Background: an optimization exercise with open tools, aiming at small area and a short achievable clock period. Do not read the settings as production practice. At most, simulation tests tie the RTL to the original design; equivalence was not proved. Power is estimated from default activity; no workload was simulated.

== trial 52 ==
==> flow/design.v <==
module rtp_rx_check (
    input  wire        clk,
    input  wire        rst,
    input  wire        in_valid,
    input  wire [63:0] in_data,
    input  wire        in_last,
    input  wire [2:0]  in_nbytes,
    output wire        out_valid,
    output wire        out_hdr,
    output wire        out_ok,
    output wire [31:0] out_type,
    output wire [31:0] out_seq,
    output wire [31:0] out_len,
    output wire [31:0] out_csum,
    output wire [15:0] out_sum,
    output wire [10:0] out_plen,
    output wire [11:0] out_flen
);
    reg         first;
    reg         ph_b1;
    reg         ph_pl;
    reg         ph_past;
    reg         fin;         
    reg  [11:0] flen;        
    reg  [10:0] room;        
    reg         lim;         
    reg  [15:0] acc;         
    reg  [3:0]  acc_k;       
    reg  [31:0] f_type;
    reg  [31:0] f_seq;
    reg  [31:0] f_len;
    reg  [31:0] f_csum;
    wire        full     = ~in_last | (in_nbytes == 3'd0);
    wire [3:0]  nb       = full ? 4'd8 : {1'b0, in_nbytes};
    wire        room_all = |room[10:3];
    reg  [7:0]  kb, lb;
    reg  [63:0] masked;
    integer     j;
    always @* begin
        for (j = 0; j < 8; j = j + 1) begin
            kb[j] = in_valid & (first | (ph_b1 & (j < 4)) | (ph_pl & (room_all | (room[2:0] > j))));
            lb[j] = ~in_last | (in_nbytes == 3'd0) | (in_nbytes > j);
            masked[63 - 8*j -: 8] = in_data[63 - 8*j -: 8] & {8{kb[j]}} & {8{lb[j]}};
        end
    end
    function [31:0] csa;
        input [15:0] a, b, c;
        reg   [15:0] h, m;
        begin
            h   = a ^ b;
            m   = (a & b) | (c & h);
            csa = {m[14:0], m[15], h ^ c};
        end
    endfunction
    function [15:0] kvec;
        input [3:0] k;
        kvec = {3'b000, k[3], 3'b000, k[2], 3'b000, k[1], 3'b000, k[0]};
    endfunction
    wire [15:0] s_in = first ? 16'd0 : acc;
    wire [15:0] c_in = first ? 16'd0 : kvec(acc_k);
    wire [31:0] l1a  = csa(masked[63:48], masked[47:32], masked[31:16]);
    wire [31:0] l1b  = csa(masked[15:0], s_in, c_in);
    wire [31:0] l2   = csa(l1a[15:0], l1a[31:16], l1b[15:0]);
    wire [31:0] l3   = csa(l2[15:0], l2[31:16], l1b[31:16]);
    wire [4:0]  g0s = l3[3:0]   + l3[19:16];
    wire [4:0]  g1s = l3[7:4]   + l3[23:20];
    wire [4:0]  g2s = l3[11:8]  + l3[27:24];
    wire [4:0]  g3s = l3[15:12] + l3[31:28];
    wire [10:0] len_sat  = (|in_data[63:43]) ? 11'h7FF : in_data[42:32];
    wire [10:0] room_dec = room_all ? room - 11'd8 : 11'd0;
    wire        pl_end   = (flen[10:3] == 8'hFF);     
    wire [11:0] base     = first ? 12'd0 : flen;
    wire [8:0]  base_inc = base[11:3] + 9'd1;
    always @(posedge clk) begin
        if (rst) begin
            first   <= 1'b1;
            ph_b1   <= 1'b0;
            ph_pl   <= 1'b0;
            ph_past <= 1'b0;
            fin     <= 1'b0;
        end else begin
            fin <= in_valid & in_last;
            if (in_valid) begin
                first   <= in_last;
                ph_b1   <= ~in_last & first;
                ph_pl   <= ~in_last & (ph_b1 | (ph_pl & ~pl_end));
                ph_past <= ~in_last & (ph_past | (ph_pl & pl_end));
            end
        end
        acc   <= {g3s[3:0], g2s[3:0], g1s[3:0], g0s[3:0]};
        acc_k <= {g2s[4], g1s[4], g0s[4], g3s[4]};
        if (in_valid) begin
            if (!ph_past)
                flen <= full ? {base_inc, 3'b000} : {base[11:3], in_nbytes};
            if (first) begin
                f_type <= in_data[63:32];
                f_seq  <= in_data[31:0];
            end
            if (ph_b1) begin
                f_len  <= in_data[63:32];
                f_csum <= in_data[31:0];
                room   <= len_sat;
            end
            if (ph_pl)
                room   <= room_dec;
            lim <= ~ph_b1 && (room[10:4] == 7'd0) && (room[3:0] <= (ph_past ? 4'd0 : nb));
        end
    end
    wire [15:0] kv = kvec(acc_k);
    wire [15:0] g0 = acc & kv;
    wire [15:0] p0 = acc ^ kv;
    reg  [15:0] gp, pp, gn, pn;
    integer     k, d;
    always @* begin
        gp = g0;
        pp = p0;
        for (d = 1; d < 16; d = d * 2) begin
            for (k = 0; k < 16; k = k + 1) begin
                gn[k] = gp[k] | (pp[k] & gp[(k + 16 - d) % 16]);
                pn[k] = pp[k] & pp[(k + 16 - d) % 16];
            end
            gp = gn;
            pp = pn;
        end
    end
    wire [15:0] sum = ~(p0 ^ {gp[14:0], gp[15]});
    wire [31:0] vu     = csa(acc, kv, f_csum[15:0]);
    wire        z_mod  = &(vu[15:0] ^ vu[31:16]);
    wire        z_sc   = ~|{acc, acc_k};
    wire        cs_lo1 = &f_csum[15:0];
    wire        hdr   = |flen[11:4];
    wire [11:0] avail = flen - 12'd16;
    assign out_valid = fin;
    assign out_hdr   = hdr;
    assign out_ok    = hdr & ~|f_csum[31:16] & z_mod & (z_sc | ~cs_lo1);
    assign out_type  = f_type;
    assign out_seq   = f_seq;
    assign out_len   = f_len;
    assign out_csum  = f_csum;
    assign out_sum   = sum;
    assign out_plen  = lim ? f_len[10:0] : avail[10:0];
    assign out_flen  = flen;
endmodule
Settings: LEC_CHECK=0, CAP_MARGIN=20, CORE_MARGIN=2, CORE_UTILIZATION=40, CTS_BUF_LIST=sky130_fd_sc_hd__clkbuf_8, CTS_CLUSTER_SIZE=30, PLACE_DENSITY=0.6, SETUP_SLACK_MARGIN=2.9, SLEW_MARGIN=20; clock period 7.0 ns.
standard.sh (not shown) runs the stock make flow with config.mk's settings and CLKGATE_MAP_FILE= SYNTH_SCRIPT=/design/flow/synth_recipe.tcl, a recipe that flattens the netlist after the stock synthesis.
==> flow/flow/run.sh <==
#!/bin/bash
bash standard.sh finish BUFFER_PORTS_ARGS="-buffer_cell sky130_fd_sc_hd__buf_1" > standard.log 2>&1
Trial 52 ended with every stage complete and zero timing, DRC or antenna violations.
Input changes introduced in build 12 (baseline for comparison: trial 52):
--- a/flow/design.v
+++ b/flow/design.v
@@ -23,50 +23,41 @@
     reg         fin;         
     reg  [11:0] flen;        
     reg  [10:0] room;        
     reg         lim;         
-    reg  [15:0] acc;         
-    reg  [3:0]  acc_k;       
+    reg  [15:0] acc_s;       
+    reg  [15:0] acc_c;
     reg  [31:0] f_type;
     reg  [31:0] f_seq;
     reg  [31:0] f_len;
     reg  [31:0] f_csum;
     wire        full     = ~in_last | (in_nbytes == 3'd0);
     wire [3:0]  nb       = full ? 4'd8 : {1'b0, in_nbytes};
     wire        room_all = |room[10:3];
-    reg  [7:0]  kb, lb;
+    reg  [7:0]  keep;
     reg  [63:0] masked;
     integer     j;
     always @* begin
         for (j = 0; j < 8; j = j + 1) begin
-            kb[j] = in_valid & (first | (ph_b1 & (j < 4)) | (ph_pl & (room_all | (room[2:0] > j))));
-            lb[j] = ~in_last | (in_nbytes == 3'd0) | (in_nbytes > j);
-            masked[63 - 8*j -: 8] = in_data[63 - 8*j -: 8] & {8{kb[j]}} & {8{lb[j]}};
+            keep[j] = in_valid & (full | (in_nbytes > j)) &
+                      (first | (ph_b1 & (j < 4)) | (ph_pl & (room_all | (room[2:0] > j))));
+            masked[63 - 8*j -: 8] = keep[j] ? in_data[63 - 8*j -: 8] : 8'h00;
         end
     end
     function [31:0] csa;
         input [15:0] a, b, c;
-        reg   [15:0] h, m;
+        reg   [15:0] m;
         begin
-            h   = a ^ b;
-            m   = (a & b) | (c & h);
-            csa = {m[14:0], m[15], h ^ c};
+            m   = (a & b) | (a & c) | (b & c);
+            csa = {m[14:0], m[15], a ^ b ^ c};
         end
     endfunction
-    function [15:0] kvec;
-        input [3:0] k;
-        kvec = {3'b000, k[3], 3'b000, k[2], 3'b000, k[1], 3'b000, k[0]};
-    endfunction
-    wire [15:0] s_in = first ? 16'd0 : acc;
-    wire [15:0] c_in = first ? 16'd0 : kvec(acc_k);
+    wire [15:0] s_in = first ? 16'd0 : acc_s;
+    wire [15:0] c_in = first ? 16'd0 : acc_c;
     wire [31:0] l1a  = csa(masked[63:48], masked[47:32], masked[31:16]);
     wire [31:0] l1b  = csa(masked[15:0], s_in, c_in);
     wire [31:0] l2   = csa(l1a[15:0], l1a[31:16], l1b[15:0]);
     wire [31:0] l3   = csa(l2[15:0], l2[31:16], l1b[31:16]);
-    wire [4:0]  g0s = l3[3:0]   + l3[19:16];
-    wire [4:0]  g1s = l3[7:4]   + l3[23:20];
-    wire [4:0]  g2s = l3[11:8]  + l3[27:24];
-    wire [4:0]  g3s = l3[15:12] + l3[31:28];
     wire [10:0] len_sat  = (|in_data[63:43]) ? 11'h7FF : in_data[42:32];
     wire [10:0] room_dec = room_all ? room - 11'd8 : 11'd0;
     wire        pl_end   = (flen[10:3] == 8'hFF);     
     wire [11:0] base     = first ? 12'd0 : flen;
@@ -86,10 +77,10 @@
                 ph_pl   <= ~in_last & (ph_b1 | (ph_pl & ~pl_end));
                 ph_past <= ~in_last & (ph_past | (ph_pl & pl_end));
             end
         end
-        acc   <= {g3s[3:0], g2s[3:0], g1s[3:0], g0s[3:0]};
-        acc_k <= {g2s[4], g1s[4], g0s[4], g3s[4]};
+        acc_s <= l3[15:0];
+        acc_c <= l3[31:16];
         if (in_valid) begin
             if (!ph_past)
                 flen <= full ? {base_inc, 3'b000} : {base[11:3], in_nbytes};
             if (first) begin
@@ -105,11 +96,10 @@
                 room   <= room_dec;
             lim <= ~ph_b1 && (room[10:4] == 7'd0) && (room[3:0] <= (ph_past ? 4'd0 : nb));
         end
     end
-    wire [15:0] kv = kvec(acc_k);
-    wire [15:0] g0 = acc & kv;
-    wire [15:0] p0 = acc ^ kv;
+    wire [15:0] g0 = acc_s & acc_c;
+    wire [15:0] p0 = acc_s ^ acc_c;
     reg  [15:0] gp, pp, gn, pn;
     integer     k, d;
     always @* begin
         gp = g0;
@@ -123,11 +113,11 @@
             pp = pn;
         end
     end
     wire [15:0] sum = ~(p0 ^ {gp[14:0], gp[15]});
-    wire [31:0] vu     = csa(acc, kv, f_csum[15:0]);
+    wire [31:0] vu     = csa(acc_s, acc_c, f_csum[15:0]);
     wire        z_mod  = &(vu[15:0] ^ vu[31:16]);
-    wire        z_sc   = ~|{acc, acc_k};
+    wire        z_sc   = ~|{acc_s, acc_c};
     wire        cs_lo1 = &f_csum[15:0];
     wire        hdr   = |flen[11:4];
     wire [11:0] avail = flen - 12'd16;
     assign out_valid = fin;
Notes after the runs:
Re sequential share of layout area: build 12 and trial 52 aren't equal, and the higher value belongs to build 12. Going from trial 52 to build 12, power per cell area grew by a little under 10%. For synthesis-stage register bit count, dividing the value from trial 52 by the value from build 12 gives 0.937. Final period demand of the worst path for build 12 is lower than for trial 52. A worst setup path category of in -> reg is what trial 52 shows, while reg -> out belongs to build 12. [build 12] aggregate routed wire length rose 3000 um relative to trial 52. Relative to trial 52, y dimension of the die increased by 2.5% in build 12.
The RTL of trial 52 was laid out without a check of its function.

-- separate check: timing with driven ports --
In the flow no input, the clock included, has a driving cell. The finished layouts below were timed again as built, in two steps.
Step 1 (the two cells are an assumption about what drives the block):
set clk [get_ports {clk}]
set_driving_cell -lib_cell sky130_fd_sc_hd__clkbuf_16 $clk
set_driving_cell -lib_cell sky130_fd_sc_hd__buf_2 [delete_from_list [all_inputs] $clk]
Step 2 times the ports against the registers' clock, not the clock port: input delays grow and output delays shrink by t, the midpoint of the rising clock arrivals with the driver on.
Slacks: ideal / step 1 / step 2; pairs: ideal / step 1.
| run | t (ns) | setup WS [ns] | slew at the worst register clock pin (ns) |
|---|---|---|---|
| trial 52 | 0.499 | 2.531 / 2.516 / 2.016 | 0.11 / 0.11 |
| build 12 | 0.520 | 3.007 / 2.960 / 2.511 | 0.10 / 0.10 |
After both steps setup and hold are still met in every run listed. For trial 52, which loses most, drivers alone change the setup slack by -0.015 ns; drivers and shift together by -0.515 ns.
